Source: an optimization exercise on an open RTL-to-GDS flow (aim: a short achievable clock period). Production flows keep margins and buffers that such runs may drop.
In this exercise RTL edits were held to simulation tests only and were not proved equivalent to the original.
Power figures rest on the tool's default switching activity, not on a simulated workload.

<file path="flow/config.mk">
export PLATFORM = sky130hd
export DESIGN_NAME = smc
export DESIGN_NICKNAME = smc
export VERILOG_FILES = /design/flow/design.v
export SDC_FILE = /design/flow/constraint.sdc
export NUM_CORES = 4
export LEC_CHECK = 0
export CAP_MARGIN = 20
export CORE_MARGIN = 2
export CORE_UTILIZATION = 40
export PLACE_DENSITY = 0.6
export SLEW_MARGIN = 20
export SYNTH_HIERARCHICAL = 1
export SYNTH_MINIMUM_KEEP_SIZE = 0
</file>
<file path="flow/flow/run.sh">
#!/bin/bash
set -euo pipefail
cd "$(dirname "$0")/.."
bash standard.sh SETUP_SLACK_MARGIN=8 PRE_IO_PLACEMENT_TCL="$PWD/flow/pins.tcl" finish > make_finish.log 2>&1
</file>
<file path="flow/constraint.sdc">
create_clock -name core_clock -period 14.0 [get_ports {clk}]
set_input_delay 2.8000 -clock core_clock [delete_from_list [all_inputs] [get_ports {clk}]]
set_output_delay 2.8000 -clock core_clock [all_outputs]
set_load 0.01 [all_outputs]
</file>
<file path="flow/flow/pins.tcl">
set_io_pin_constraint -group -order -region left:* -pin_names {bus_re bus_addr[2] bus_addr[3] bus_addr[4] bus_addr[5] bus_addr[6] bus_addr[7] bus_rdata[0] bus_rdata[1] bus_rdata[2] bus_rdata[3] bus_rdata[4] bus_rdata[5] bus_rdata[6] bus_rdata[7] bus_rdata[8] bus_rdata[9] bus_rdata[10] bus_rdata[11] bus_rdata[12] bus_rdata[13] bus_rdata[14] bus_rdata[15] bus_rdata[16] bus_rdata[17] bus_rdata[18] bus_rdata[19] bus_rdata[20] bus_rdata[21] bus_rdata[22] bus_rdata[23] bus_rdata[24] bus_rdata[25] bus_rdata[26] bus_rdata[27] bus_rdata[28] bus_rdata[29] bus_rdata[30] bus_rdata[31]}
</file>
<file path="flow/standard.sh">
#!/bin/bash
# synth_recipe.tcl (not shown) runs the flow's synth.tcl, then flattens the netlist and writes it again
# the make line also repeats each setting of config.mk as NAME=value (left out here)
make -C /OpenROAD-flow-scripts/flow DESIGN_CONFIG=/design/flow/config.mk WORK_HOME=/design/flow/orfs CLKGATE_MAP_FILE= SYNTH_SCRIPT=/design/flow/synth_recipe.tcl "${@:-finish}"
</file>
<file path="flow/design.v">
module smc (
    input             clk,
    input             rst,
    input      [7:2]  bus_addr,
    input             bus_we,
    input             bus_re,
    input      [31:0] bus_wdata,
    output reg [31:0] bus_rdata,
    output            busy,
    output     [4:0]  step,
    output     [4:0]  dir,
    output     [4:0]  en,
    output            tp_start,
    output     [31:0] tp_period,
    output            tp_stop,
    input             tp_tick,
    input             es_pos,
    input             es_neg
);
    localparam [1:0] PH_IDLE = 2'd0, PH_STEP = 2'd1, PH_WAIT = 2'd2;
    localparam [2:0] ACT_NONE = 3'd0, ACT_MV3 = 3'd1, ACT_MVR = 3'd2, ACT_MVE = 3'd3;
    localparam [2:0] RES_NONE = 3'd0, RES_DONE = 3'd1, RES_ABORTED = 3'd2,
                     RES_REJECTED = 3'd3, RES_ILLEGAL = 3'd4;
    localparam [5:0] A_CMD = 6'h00, A_STATUS = 6'h01, A_PERIOD = 6'h02,
                     A_FMASK = 6'h03, A_OUT = 6'h04;
    localparam [5:0] A_REQ0 = 6'h08, A_CUR0 = 6'h10;
    localparam RZ = 3, E = 4;
    reg [159:0] req;         
    reg [159:0] cur;         
    reg [31:0]  period;
    reg [1:0]   fmask;       
    reg [4:0]   out_step;
    reg [4:0]   out_dir;
    reg [4:0]   out_en;
    reg [1:0]   ph;
    reg [2:0]   act;
    reg [2:0]   result;
    reg         err, cal, esp, esn;
    reg         tick, tprun;
    reg [31:0]  tpper;
    reg         tp_start_q, tp_stop_q;
    reg [159:0] dabs;        
    reg [4:0]   dzero;       
    reg         first;       
    reg         upd;         
    reg [2:0]   dom;         
    reg [203:0] acc;         
    reg [159:0] cnt;         
    reg [4:0]   zf;          
    assign busy      = (ph != PH_IDLE);
    assign step      = out_step;
    assign dir       = out_dir;
    assign en        = out_en;
    assign tp_start  = tp_start_q;
    assign tp_stop   = tp_stop_q;
    assign tp_period = tpper;
    wire [31:0] status = {17'd0, act, ph, tick, tprun, esn, esp, cal, err, result, busy};
    wire [59:0] rsel_all;    
    genvar c;
    generate
        for (c = 0; c < 4; c = c + 1) begin : g_dec
            smc_rd_dec u_rd_dec (.re(bus_re), .a(bus_addr), .sel(rsel_all[15*c +: 15]));
        end
    endgenerate
    wire [14:0] r_status = status[14:0];
    wire [1:0]  r_fmask  = fmask;
    wire [20:0] r_out    = {out_en, 3'd0, out_dir, 3'd0, out_step};
    wire [31:0] rdata_w;
    genvar b;
    generate
        for (b = 0; b < 32; b = b + 1) begin : g_rd
            localparam HAS_ST = (b < 15);
            localparam HAS_FM = (b < 2);
            localparam HAS_OUT = (b < 5) || (b >= 8 && b < 13) || (b >= 16 && b < 21);
            localparam integer N = 11 + HAS_ST + HAS_FM + HAS_OUT;
            wire [N-1:0] s, d;
            wire [14:0] rsel = rsel_all[15*(b/8) +: 15];
            if (HAS_ST && HAS_FM && HAS_OUT) begin : g_a
                assign s = {rsel[13:4], rsel[3], rsel[2], rsel[1], rsel[0]};
                assign d = {cur[128+b], cur[96+b], cur[64+b], cur[32+b], cur[b],
                            req[128+b], req[96+b], req[64+b], req[32+b], req[b],
                            r_out[b], r_fmask[b], period[b], r_status[b]};
            end else if (HAS_ST && HAS_OUT) begin : g_b
                assign s = {rsel[13:4], rsel[3], rsel[1], rsel[0]};
                assign d = {cur[128+b], cur[96+b], cur[64+b], cur[32+b], cur[b],
                            req[128+b], req[96+b], req[64+b], req[32+b], req[b],
                            r_out[b], period[b], r_status[b]};
            end else if (HAS_ST) begin : g_c
                assign s = {rsel[13:4], rsel[1], rsel[0]};
                assign d = {cur[128+b], cur[96+b], cur[64+b], cur[32+b], cur[b],
                            req[128+b], req[96+b], req[64+b], req[32+b], req[b],
                            period[b], r_status[b]};
            end else if (HAS_OUT) begin : g_d
                assign s = {rsel[13:4], rsel[3], rsel[1]};
                assign d = {cur[128+b], cur[96+b], cur[64+b], cur[32+b], cur[b],
                            req[128+b], req[96+b], req[64+b], req[32+b], req[b],
                            r_out[b], period[b]};
            end else begin : g_e
                assign s = {rsel[13:4], rsel[1]};
                assign d = {cur[128+b], cur[96+b], cur[64+b], cur[32+b], cur[b],
                            req[128+b], req[96+b], req[64+b], req[32+b], req[b],
                            period[b]};
            end
            smc_rd_or #(.N(N)) u_or (.s(s), .d(d), .y(rdata_w[b]));
        end
    endgenerate
    always @* bus_rdata = rdata_w;
    wire [4:0]   dpos;
    wire [159:0] dabs_n;
    wire [4:0]   dzero_n;
    genvar g;
    generate
        for (g = 0; g < 5; g = g + 1) begin : g_delta
            wire [31:0] r = req[32*g +: 32];
            wire [31:0] c = (g == RZ) ? 32'd0 : cur[32*g +: 32];
            wire [32:0] d_rc = {r[31], r} - {c[31], c};
            wire [32:0] d_cr = {c[31], c} - {r[31], r};
            assign dpos[g]            = {~r[31], r[30:0]} > {~c[31], c[30:0]};
            assign dabs_n[32*g +: 32] = d_rc[32] ? d_cr[31:0] : d_rc[31:0];
            assign dzero_n[g]         = (r == c);
        end
    endgenerate
    wire [31:0] dx = dabs[0  +: 32];
    wire [31:0] dy = dabs[32 +: 32];
    wire [31:0] dz = dabs[64 +: 32];
    wire ge_xy = dx >= dy;
    wire ge_xz = dx >= dz;
    wire ge_yz = dy >= dz;
    wire [2:0] dom_i = (ge_xy && ge_xz) ? 3'b001 : ge_yz ? 3'b010 : 3'b100;
    wire [203:0] p_init;
    wire [203:0] acc_upd;
    genvar q;
    generate
        for (q = 0; q < 6; q = q + 1) begin : g_pair
            localparam integer PI = q / 2;
            localparam integer PJ = (q == 0) ? 1 : (q == 1) ? 2 : (q == 2) ? 0 :
                                    (q == 3) ? 2 : (q == 4) ? 0 : 1;
            wire [33:0] two_di = {1'b0, dabs[32*PI +: 32], 1'b0};
            wire [33:0] two_dj = {1'b0, dabs[32*PJ +: 32], 1'b0};
            wire [33:0] a      = acc[34*q +: 34];
            assign p_init[34*q +: 34]  = two_di - {2'b00, dabs[32*PJ +: 32]};
            assign acc_upd[34*q +: 34] = a + two_di - (a[33] ? 34'd0 : two_dj);
        end
    endgenerate
    wire [5:0] s_init, s_next;
    generate
        for (q = 0; q < 6; q = q + 1) begin : g_sign
            assign s_init[q] = ~p_init[34*q+33];
            assign s_next[q] = ~acc[34*q+33];
        end
    endgenerate
    wire [2:0] tm_first = dom_i | {(dom_i[0] & s_init[4]) | (dom_i[1] & s_init[5]),
                                   (dom_i[0] & s_init[2]) | (dom_i[2] & s_init[3]),
                                   (dom_i[1] & s_init[0]) | (dom_i[2] & s_init[1])};
    wire [2:0] tm_next  = dom   | {(dom[0] & s_next[4]) | (dom[1] & s_next[5]),
                                   (dom[0] & s_next[2]) | (dom[2] & s_next[3]),
                                   (dom[1] & s_next[0]) | (dom[2] & s_next[1])};
    wire [2:0] tm3      = first ? tm_first : tm_next;
    wire zero_sel = (act == ACT_MV3) ? |(dom & zf[2:0]) :
                    (act == ACT_MVR) ? zf[RZ] : zf[E];
    wire mv_done = first ? ((act == ACT_MV3) ? &dzero[2:0] :
                            (act == ACT_MVR) ? dzero[RZ] : dzero[E])
                         : zero_sel;
    wire [3:0] op  = bus_wdata[3:0];
    wire [4:0] axm = bus_wdata[8:4];
    wire cmd_illegal = (|bus_wdata[31:9]) ||
                       (op != 4'h4 && axm != 5'd0) ||
                       (op == 4'h0) || (op >= 4'h8);
    reg [159:0] req_n, cur_n;
    reg [31:0]  period_n, tpper_n;
    reg [1:0]   fmask_n;
    reg [4:0]   out_step_n, out_dir_n, out_en_n;
    reg [1:0]   ph_n;
    reg [2:0]   act_n, result_n;
    reg         err_n, cal_n, esp_n, esn_n, tick_n, tprun_n;
    reg         tp_start_n, tp_stop_n;
    reg         first_n, upd_n, zero_n;
    reg [2:0]   dom_n;
    reg [159:0] cnt_n;
    reg [4:0]   zf_n;
    reg [203:0] acc_n;
    integer     i;
    always @* begin
        req_n      = req;
        cur_n      = cur;
        period_n   = period;
        tpper_n    = tpper;
        fmask_n    = fmask;
        out_step_n = out_step;
        out_dir_n  = out_dir;
        out_en_n   = out_en;
        ph_n       = ph;
        act_n      = act;
        result_n   = result;
        err_n      = err;
        cal_n      = cal;
        esp_n      = esp;
        esn_n      = esn;
        tick_n     = tick;
        tprun_n    = tprun;
        tp_start_n = 1'b0;
        tp_stop_n  = 1'b0;
        first_n    = first;
        upd_n      = 1'b0;
        dom_n      = dom;
        cnt_n      = cnt;
        zf_n       = zf;
        acc_n      = acc;
        if (upd) begin
            for (i = 0; i < 5; i = i + 1) begin
                cnt_n[32*i +: 32] = cnt[32*i +: 32] - 32'd1;
                zf_n[i]           = (cnt[32*i +: 32] == 32'd1);
            end
            acc_n = acc_upd;
        end
        if (ph == PH_IDLE) begin
            if (bus_we) begin
                case (bus_addr)
                    A_PERIOD: period_n = bus_wdata;
                    A_FMASK:  fmask_n  = bus_wdata[1:0];
                    A_OUT: begin
                        out_step_n = bus_wdata[4:0];
                        out_dir_n  = bus_wdata[12:8];
                        out_en_n   = bus_wdata[20:16];
                    end
                    A_REQ0 + 6'd0: req_n[0   +: 32] = bus_wdata;
                    A_REQ0 + 6'd1: req_n[32  +: 32] = bus_wdata;
                    A_REQ0 + 6'd2: req_n[64  +: 32] = bus_wdata;
                    A_REQ0 + 6'd3: req_n[96  +: 32] = bus_wdata;
                    A_REQ0 + 6'd4: req_n[128 +: 32] = bus_wdata;
                    A_CMD: begin
                        if (cmd_illegal) begin
                            result_n = RES_ILLEGAL;
                        end else begin
                            case (op)
                                4'h1, 4'h2, 4'h3: begin        
                                    if (err) begin
                                        result_n = RES_REJECTED;
                                    end else begin
                                        if (op == 4'h1) begin
                                            out_dir_n[2:0] = dpos[2:0];
                                            act_n = ACT_MV3;
                                        end else if (op == 4'h2) begin
                                            out_dir_n[RZ] = dpos[RZ];
                                            act_n = ACT_MVR;
                                        end else begin
                                            out_dir_n[E] = dpos[E];
                                            act_n = ACT_MVE;
                                        end
                                        tprun_n    = 1'b1;
                                        tpper_n    = period;
                                        tick_n     = 1'b0;
                                        tp_start_n = 1'b1;
                                        ph_n       = PH_STEP;
                                        result_n   = RES_NONE;
                                        first_n    = 1'b1;
                                    end
                                end
                                4'h4: begin                    
                                    for (i = 0; i < 5; i = i + 1)
                                        if (axm[i])
                                            cur_n[32*i +: 32] = req[32*i +: 32];
                                    err_n    = 1'b0;
                                    result_n = RES_DONE;
                                end
                                4'h5: begin                    
                                    esp_n    = 1'b0;
                                    esn_n    = 1'b0;
                                    err_n    = 1'b0;
                                    result_n = RES_DONE;
                                end
                                4'h6: begin                    
                                    cur_n[0 +: 96] = 96'd0;
                                    req_n[0 +: 96] = 96'd0;
                                    err_n    = 1'b0;
                                    cal_n    = 1'b1;
                                    result_n = RES_DONE;
                                end
                                default: begin                 
                                    err_n    = 1'b1;
                                    cal_n    = 1'b0;
                                    result_n = RES_DONE;
                                end
                            endcase
                        end
                    end
                    default: ;
                endcase
            end
        end else begin
            if (err) begin
                tprun_n   = 1'b0;
                tick_n    = 1'b0;
                tp_stop_n = 1'b1;
                act_n     = ACT_NONE;
                ph_n      = PH_IDLE;
                result_n  = RES_ABORTED;
            end else if (ph == PH_WAIT) begin
                if (tick) begin
                    tick_n = 1'b0;
                    ph_n   = PH_STEP;
                end
            end else begin
                if (mv_done) begin
                    tprun_n   = 1'b0;
                    tick_n    = 1'b0;
                    tp_stop_n = 1'b1;
                    if (act == ACT_MV3)
                        cur_n[0 +: 96] = req[0 +: 96];
                    else if (act == ACT_MVR)
                        cur_n[32*RZ +: 32] = req[32*RZ +: 32];
                    else
                        cur_n[32*E +: 32] = req[32*E +: 32];
                    act_n    = ACT_NONE;
                    ph_n     = PH_IDLE;
                    result_n = RES_DONE;
                end else begin
                    if (act == ACT_MV3)
                        out_step_n[2:0] = out_step[2:0] ^ tm3;
                    else if (act == ACT_MVR)
                        out_step_n[RZ] = ~out_step[RZ];
                    else
                        out_step_n[E] = ~out_step[E];
                    if (first) begin
                        dom_n = dom_i;
                        acc_n = p_init;
                        cnt_n = dabs;
                    end
                    first_n = 1'b0;
                    upd_n   = 1'b1;
                    ph_n    = PH_WAIT;
                end
            end
        end
        if (tp_tick && tprun_n)
            tick_n = 1'b1;
        if (es_pos && !fmask_n[0]) begin
            esp_n = 1'b1;
            err_n = 1'b1;
            cal_n = 1'b0;
        end
        if (es_neg && !fmask_n[1]) begin
            esn_n = 1'b1;
            err_n = 1'b1;
            cal_n = 1'b0;
        end
    end
    always @(posedge clk) begin
        dabs  <= dabs_n;
        dzero <= dzero_n;
        if (rst) begin
            req        <= 160'd0;
            cur        <= 160'd0;
            period     <= 32'd0;
            tpper      <= 32'd0;
            fmask      <= 2'd0;
            out_step   <= 5'd0;
            out_dir    <= 5'd0;
            out_en     <= 5'd0;
            ph         <= PH_IDLE;
            act        <= ACT_NONE;
            result     <= RES_NONE;
            err        <= 1'b0;
            cal        <= 1'b0;
            esp        <= 1'b0;
            esn        <= 1'b0;
            tick       <= 1'b0;
            tprun      <= 1'b0;
            tp_start_q <= 1'b0;
            tp_stop_q  <= 1'b0;
            first      <= 1'b0;
            upd        <= 1'b0;
            dom        <= 3'd0;
            acc        <= 204'd0;
            cnt        <= 160'd0;
            zf         <= 5'd0;
        end else begin
            req        <= req_n;
            cur        <= cur_n;
            period     <= period_n;
            tpper      <= tpper_n;
            fmask      <= fmask_n;
            out_step   <= out_step_n;
            out_dir    <= out_dir_n;
            out_en     <= out_en_n;
            ph         <= ph_n;
            act        <= act_n;
            result     <= result_n;
            err        <= err_n;
            cal        <= cal_n;
            esp        <= esp_n;
            esn        <= esn_n;
            tick       <= tick_n;
            tprun      <= tprun_n;
            tp_start_q <= tp_start_n;
            tp_stop_q  <= tp_stop_n;
            first      <= first_n;
            upd        <= upd_n;
            dom        <= dom_n;
            acc        <= acc_n;
            cnt        <= cnt_n;
            zf         <= zf_n;
        end
    end
endmodule
module smc_rd_dec (
    input         re,
    input  [7:2]  a,
    output [14:0] sel
);
    wire [7:2] an;
    genvar i;
    generate
        for (i = 2; i < 8; i = i + 1) begin : g_inv
            smc_inv u_inv (.a(a[i]), .y(an[i]));
        end
    endgenerate
    wire gm_n, gr_n, gc_n;
    smc_nand4 u_gm (.a(re), .b(an[7]), .c(an[6]), .d(an[5]), .y(gm_n));
    smc_nand4 u_gr (.a(re), .b(an[7]), .c(an[6]), .d(a[5]),  .y(gr_n));
    smc_nand4 u_gc (.a(re), .b(an[7]), .c(a[6]),  .d(an[5]), .y(gc_n));
    wire [4:0] k_n;
    smc_nand3 u_k0 (.a(an[4]), .b(an[3]), .c(an[2]), .y(k_n[0]));
    smc_nand3 u_k1 (.a(an[4]), .b(an[3]), .c(a[2]),  .y(k_n[1]));
    smc_nand3 u_k2 (.a(an[4]), .b(a[3]),  .c(an[2]), .y(k_n[2]));
    smc_nand3 u_k3 (.a(an[4]), .b(a[3]),  .c(a[2]),  .y(k_n[3]));
    smc_nand3 u_k4 (.a(a[4]),  .b(an[3]), .c(an[2]), .y(k_n[4]));
    smc_nor2 u_s0 (.a(gm_n), .b(k_n[1]), .y(sel[0]));
    smc_nor2 u_s1 (.a(gm_n), .b(k_n[2]), .y(sel[1]));
    smc_nor2 u_s2 (.a(gm_n), .b(k_n[3]), .y(sel[2]));
    smc_nor2 u_s3 (.a(gm_n), .b(k_n[4]), .y(sel[3]));
    generate
        for (i = 0; i < 5; i = i + 1) begin : g_sel
            smc_nor2 u_sr (.a(gr_n), .b(k_n[i]), .y(sel[4+i]));
            smc_nor2 u_sc (.a(gc_n), .b(k_n[i]), .y(sel[9+i]));
        end
    endgenerate
    assign sel[14] = 1'b0;
endmodule
module smc_inv (input a, output y);
    assign y = ~a;
endmodule
module smc_nand3 (input a, input b, input c, output y);
    assign y = ~(a & b & c);
endmodule
module smc_nand4 (input a, input b, input c, input d, output y);
    assign y = ~(a & b & c & d);
endmodule
module smc_nor2 (input a, input b, output y);
    assign y = ~(a | b);
endmodule
module smc_rd_or #(
    parameter integer N = 11
) (
    input  [N-1:0] s,
    input  [N-1:0] d,
    output         y
);
    localparam integer NP = (N + 1) / 2;         
    wire [7:0] p;
    genvar j;
    generate
        for (j = 0; j < NP; j = j + 1) begin : g_p
            if (2 * j + 1 < N) begin : g_two
                smc_aoi22 u_p (.a1(s[2*j]), .a2(d[2*j]), .b1(s[2*j+1]), .b2(d[2*j+1]), .y(p[j]));
            end else begin : g_one
                smc_nand2 u_p (.a(s[2*j]), .b(d[2*j]), .y(p[j]));
            end
        end
        for (j = NP; j < 8; j = j + 1) begin : g_pad
            assign p[j] = 1'b1;
        end
    endgenerate
    wire r0, r1;
    smc_and4 u_r0 (.a(p[0]), .b(p[1]), .c(p[2]), .d(p[3]), .y(r0));
    if (NP == 7) begin : g_r1_3
        smc_and3 u_r1 (.a(p[4]), .b(p[5]), .c(p[6]), .y(r1));
    end else begin : g_r1_2
        smc_and2 u_r1 (.a(p[4]), .b(p[5]), .y(r1));
    end
    smc_nand2 u_y (.a(r0), .b(r1), .y(y));
endmodule
module smc_aoi22 (input a1, input a2, input b1, input b2, output y);
    assign y = ~((a1 & a2) | (b1 & b2));
endmodule
module smc_nand2 (input a, input b, output y);
    assign y = ~(a & b);
endmodule
module smc_and2 (input a, input b, output y);
    assign y = a & b;
endmodule
module smc_and3 (input a, input b, input c, output y);
    assign y = a & b & c;
endmodule
module smc_and4 (input a, input b, input c, input d, output y);
    assign y = a & b & c & d;
endmodule
</file>
==> results_dict.tcl <==
set metrics [dict create \
    status "finished clean" \
    static-leakage-power_nw 37.62 \
    layout_common_cells "1,080 x inv_1, 1,059 x a21oi_1, 979 x nor2_1, 948 x dfxtp_1, 933 x nand2_1" \
    yosys_warnings 7 \
    io_buffers 126 \
    drcViolationCount 0 \
    cts_root_buffer "clkbuf_16" \
    clkPwrFrac 0.289 \
    switching_share 0.4107 \
    die_y_um 454.7 \
    numCtsBuffers 116 \
    grt_overflow 0 \
    detail_route.vias_per_cell 5.901 \
    combPwrFrac 0.455 \
    end_kind "primary output" \
    die_x_um 454.7 \
    grt_max_degree 187 \
    hold_path_class "flop to flop" \
    routabilityCongestion 1.017 \
    dp.cells 12970 \
    postCtsHoldBufs 0 \
    clock-sinks 949 \
    finalCritPeriodShare 0.5068 \
    ir_drop_uv 119.4 \
    routedWlPerCell_um 25.65 \
    final_max_slew_viol_count 0 \
    instances_no_fill 13300 \
    fmax_mhz 140.9 \
    setup_violations 0 \
    p_sw_mw 4.610 \
    ant_nets 0 \
    rows 165 \
    clock_latency_ps 820 \
    fp.coreArea_um2 202100 \
    powerDensity_nw_per_um2 122.5 \
    tns_ps 0 \
    drt_first_iter_violations 6890 \
    dieArea_um2 206800 \
    drt_pass1_iterations 6 \
    fin_nets 11520 \
    synth_area_um2 81260 \
    critPathArrivalTime_ps 4300 \
    crit_type "primary input to primary output" \
    htree_levels 3 \
    syn-num-nets 11540 \
    routed_wl_um 341200 \
    fin_worst_skew_ps 58.96 \
    maxCapViolations 0 \
    nFillCells 19970 \
    slew_headroom 0.1907 \
    critPathMaxFanout 7 \
    synth_cells 10540 \
    worstPathRequired_ps 11200 \
    startpoint_type "primary input" \
    ios 127 \
    tightest_slew_ps 1207 \
    finalCriticalPeriod_ps 7095 \
    grt_use_total 0.3205 \
    area_growth_pct 12.73 \
    antenna_found_initial 4 \
    first_global_vias 76300 \
    clockBufferDepth 3 \
    final_common_cell "inv_1" \
    hold_violations 0 \
    drive_gt1_frac 0.09102 \
    seqPwrFrac 0.256 \
    avgSynthCellArea_um2 7.707 \
    cts_tree "done" \
    vias 78470 \
    grt_pass1_wl_um 496400 \
    start_util 0.4021 \
    clk_pin_slew_ps 60 \
    internal-power_mw 6.614 \
    rsz0062_at_grt "true" \
    dp_hpwl_um 267800 \
]
[registers in the layout, summed over array words and instances, names as in the netlist, 2 cells and up]
signal	count
cnt	160
dzero	5
acc	198
out_step	5
dabs	160
req	160
period	32
cur	160
tpper	32
act	2
zf	5
fmask	2
out_dir	5
result	3
ph	2
out_en	5
dom	3
[through the flow]
| step | hold slack (ps) | utilization | setup slack, ps | cell area (um2) | power [mW] |
|---|---|---|---|---|---|
| after global routing | 464.6 | 0.4532 | 6870 | 91600 | 11.79 |
| after CTS | 452.1 | 0.4519 | 6936 | 91340 | 11.16 |
| after floorplan | 396.4 | - | 7270 | 81360 | 6.483 |
| final | 450.5 | 0.4532 | 6905 | 91600 | 11.22 |
| after detailed placement | 443.5 | 0.4209 | 5110 | 85080 | 7.876 |
| after global placement | 430.0 | 0.4209 | 5126 | 85070 | 7.804 |
[per-layer routing]
| layer | vias up | GRT usage | share of wire |
|---|---|---|---|
| met1 | 38040 | 0.3979 | 0.41 |
| li1 | 36820 | - | - |
| met2 | 2935 | 0.5324 | 0.46 |
| met3 | 673 | 0.03554 | 0.061 |
| met5 | - | 0 | 0 |
| met4 | 0 | 0.1957 | 0.069 |
[final cells by class]
cell class,instances,area [um2],area share
multi-input cells,7998,57140,0.6238
flip-flops and latches,949,19000,0.2074
inverters,1097,4165,0.04547
repair buffers,368,3914,0.04273
well taps,2672,3343,0.03650
clock buffers,145,3193,0.03486
clock inverters,67,834.6,0.009111
diodes,3,7.507,0.00008195
[power groups by stage]
| stage | clock [mW] | sequential, mW | combinational [mW] |
|---|---|---|---|
| global route | 3.37 | 2.87 | 5.54 |
| finish | 3.24 | 2.87 | 5.11 |
| CTS | 3.28 | 2.87 | 5.01 |
| global placement | 0 | 2.93 | 4.88 |
| detailed placement | 0 | 2.93 | 4.95 |
| floorplan | 0 | 2.85 | 3.63 |
[path summary, 6_finish.rpt]
| path | start | end | slack [ps] | depth (start not counted) |
|---|---|---|---|---|
| setup reg to reg | cur[85]$_SDFFE_PP0P_ | dabs[92]$_DFF_P_ | 8420 | 14 |
| setup / recovery | bus_addr[2] | bus_rdata[1] | 6900 | 11 |
| hold / removal | dabs[97]$_DFF_P_ | cnt[97]$_SDFF_PP0_ | 450 | 2 |
| hold reg to reg | dabs[97]$_DFF_P_ | cnt[97]$_SDFF_PP0_ | 450 | 2 |
[critical path, stage by stage]
cell and delay [ps]:
buf_12 90, buf_12 150, clkinvlp_4 180, nand3_4 130
nor2_4 50, buf_12 130, buf_6 120, a22oi_2 160
and4_4 270, nand2_4 60, buf_6 130
[what timing repair did]
item | CTS | global route
buffers inserted | 102 | 4
cloned | 4 | 1
pin swaps | 154 | 82
setup endpoints to repair | 324 | 137
resized for setup | 436 | 42

-- afterwards: timing with drivers on the ports --
Ports are ideal in the flow. The routed layout listed here was re-timed in OpenROAD.
Step 1, drivers: a clkbuf_16 drives clk and a buf_2 each remaining input, both assumed.
Step 2 adds t to the input delays and takes it off the output delays; t is the mean of the earliest and latest rising clock arrival at the registers after step 1. Input paths then give back, and output paths get back, about the clock's delay inside the block.
Slacks: ideal / step 1 / step 2; pairs: ideal / step 1.
t (ns): 0.877
setup WS [ns]: 6.905 / 6.796 / 6.796
latest minus earliest clock arrival (ns): 0.060 / 0.061
pins driven straight from the clock port: 1
After both steps this run still meets setup and hold. The setup slack of this run moves by -0.109 ns with the drivers and by -0.109 ns with both steps.
